This is an optimization exercise on Yosys and OpenROAD, whose aim is a short achievable clock period and few clock cycles, not a production implementation. At most, simulation tests tie the RTL to the original design; equivalence was not proved.

// sigma_codec
module sigma_codec (
    input  wire        clk,
    input  wire        rst,
    input  wire        start,
    input  wire [31:0] stream_len,
    output wire        busy,
    output reg         done,
    output reg  [1:0]  stop_reason,
    output reg  [31:0] final_cursor,
    output wire        mem_en,
    output wire [31:0] mem_addr,
    input  wire [7:0]  mem_rdata,
    output reg         log_valid,
    input  wire        log_ready,
    output reg  [1:0]  log_kind,
    output reg  [1:0]  log_err,
    output reg  [7:0]  log_tag,
    output reg  [31:0] log_cursor,
    output reg  [31:0] log_consumed,
    output reg  [7:0]  log_safeload,
    output reg  [7:0]  log_channel,
    output reg  [31:0] log_total_len,
    output reg  [7:0]  log_chip,
    output reg  [31:0] log_data_len,
    output reg  [15:0] log_param,
    output reg         dev_req_valid,
    input  wire        dev_req_ready,
    output reg  [7:0]  dev_req_chip,
    output reg  [15:0] dev_req_param,
    output reg  [31:0] dev_req_len,
    input  wire        dev_rsp_valid,
    input  wire [15:0] dev_rsp_len,
    output reg         dev_rd_en,
    output reg  [15:0] dev_rd_addr,
    input  wire [7:0]  dev_rd_data,
    output reg         out_valid,
    input  wire        out_ready,
    output reg  [7:0]  out_data
);
clock: 8.0 ns
lec_check: 0
cap_margin: 20
core_margin: 2
core_utilization: 70
cts_cluster_diameter: 60
cts_cluster_size: 25
setup_slack_margin: 5
slew_margin: 20
run.sh (not shown) runs the stock make flow with config.mk's settings and CLKGATE_MAP_FILE= SYNTH_SCRIPT=/design/flow/synth_recipe.tcl, a recipe that flattens the netlist after the stock synthesis.
Testbench counts at the start, summed over its fixed seeds: cycles 30,175.
Edit:
==> flow/flow/run.sh (new file) <==
#!/bin/bash
set -euo pipefail
bash standard.sh SETUP_SLACK_MARGIN=5.5 finish > standard.log 2>&1
==> flow/standard.sh (new file) <==
#!/bin/bash
# synth_recipe.tcl (not shown) runs the flow's synth.tcl, then flattens the netlist and writes it again
# the make line also repeats each setting of config.mk as NAME=value (left out here)
make -C /OpenROAD-flow-scripts/flow DESIGN_CONFIG=/design/flow/config.mk WORK_HOME=/design/flow/orfs CLKGATE_MAP_FILE= SYNTH_SCRIPT=/design/flow/synth_recipe.tcl "${@:-finish}"
Settings changed: SETUP_SLACK_MARGIN 5 to default.
removed: flow/run.sh
=> Cell count goes up by a few percent; critical path depth goes down by 5; cell area goes up by roughly a tenth; worst setup slack is better by 72 ps; fmax goes up by a few percent; register-to-register slack is better by 40 ps; first-iteration DRC count goes up by well over a third.

========
sigma_codec, a different RTL version from the one above (not shown whole).
Size in the first run: about 5600 cells after synthesis, ~1700 flip-flops, about 400 I/O pins, roughly 67000 sq um of cells after synthesis.
clock: 8.0 ns
lec_check: 0
cap_margin: 20
core_margin: 2
core_utilization: 70
cts_cluster_diameter: 60
cts_cluster_size: 25
setup_slack_margin: 5
slew_margin: 20
Stock flow here: none of the scripts above is used.
The starting point finished with timing, DRC and antenna clean.
Testbench counts at the start, summed over its fixed seeds: cycles 30,175.
Rerun with:
==> flow/flow/run.sh (new file) <==
#!/bin/bash
set -euo pipefail
bash standard.sh SETUP_SLACK_MARGIN=5.5 finish > standard.log 2>&1
==> flow/standard.sh (new file) <==
#!/bin/bash
# synth_recipe.tcl (not shown) runs the flow's synth.tcl, then flattens the netlist and writes it again
# the make line also repeats each setting of config.mk as NAME=value (left out here)
make -C /OpenROAD-flow-scripts/flow DESIGN_CONFIG=/design/flow/config.mk WORK_HOME=/design/flow/orfs CLKGATE_MAP_FILE= SYNTH_SCRIPT=/design/flow/synth_recipe.tcl "${@:-finish}"
SETUP_SLACK_MARGIN = default   (was 5)
removed: flow/run.sh
Effect: Die area stays the same. Area after synthesis is unchanged. Wire length is higher by about 36%. Register-to-register slack improved by 0.08 ns. Design area is higher by 10%. Utilization grows by 8.3 points.

========
## indigo
sigma_codec, a different RTL version from the one above (not shown whole).
For scale: ~5,600 cells after synthesis, roughly 81,000 um2 of cells after synthesis.
Settings: LEC_CHECK=0, CAP_MARGIN=20, CORE_MARGIN=2, CORE_UTILIZATION=40, SLEW_MARGIN=20; clock period 8.0 ns.
Stock flow here: none of the scripts above is used.
indigo finished all stages; the layout is clean.
Modified inputs, nickel compared to indigo
- ABC_CLOCK_PERIOD_IN_PS: unset -> 3000
- SETUP_SLACK_MARGIN: unset -> 5
==> comparison <==
- nickel completed every stage of the flow, and the final layout passed the timing, DRC and antenna checks.
- Sort nickel and indigo by clock-buffer cell count asc -> top: nickel
- Fmax, nickel vs indigo: up by more than a quarter
- nickel: number of global-route vias before repair is 3.3% higher than what indigo reported.
- Max aggregate routed wire length across nickel and indigo: nickel
- For nickel, the worst setup path startpoint was pq_par[0][9], unlike indigo, where it was dev_rsp_valid.
- In the reports for nickel and indigo, the smaller number of cells on the critical path belongs to nickel.
- Half-perimeter wire length after placement in nickel is about 0.8% above indigo.
No functional check of the RTL was part of any run of this note.

[what the ideal ports hide]
The results above use ideal ports. As a check the final layouts listed here were re-extracted and re-timed, cells and wires unchanged.
Step 1 (the two cells are an assumption about what drives the block):
set clk [get_ports {clk}]
set_driving_cell -lib_cell sky130_fd_sc_hd__clkbuf_16 $clk
set_driving_cell -lib_cell sky130_fd_sc_hd__buf_2 [delete_from_list [all_inputs] $clk]
Step 2 also shifts input and output timing later by t, the mid clock arrival at the registers, as if the neighbouring blocks saw the same clock.
Slacks: no drivers / after step 1 / after step 2; pairs: no drivers / after step 1.
run | shift t [ns] | setup slack, ns | worst data-port slew with drivers (ns) | pins driven straight from the clock port
the first run of note 1 | 0.788 | 4.850 / 4.893 / 4.105 | 0.05 | 1
the second run of note 1 | 0.828 | 4.921 / 4.841 / 4.278 | 0.16 | 1
the first run of note 2 | 0.783 | 4.946 / 4.944 / 4.196 | 0.06 | 1
the second run of note 2 | 0.836 | 5.065 / 4.986 / 4.482 | 0.24 | 1
indigo | 0.926 | 3.742 / 3.802 / 2.876 | 0.08 | 1
nickel | 0.920 | 4.866 / 4.783 / 4.118 | 0.08 | 1
After both steps setup and hold are still met in every run listed. For indigo, which loses most, drivers alone change the setup slack by +0.060 ns; drivers and shift together by -0.866 ns.
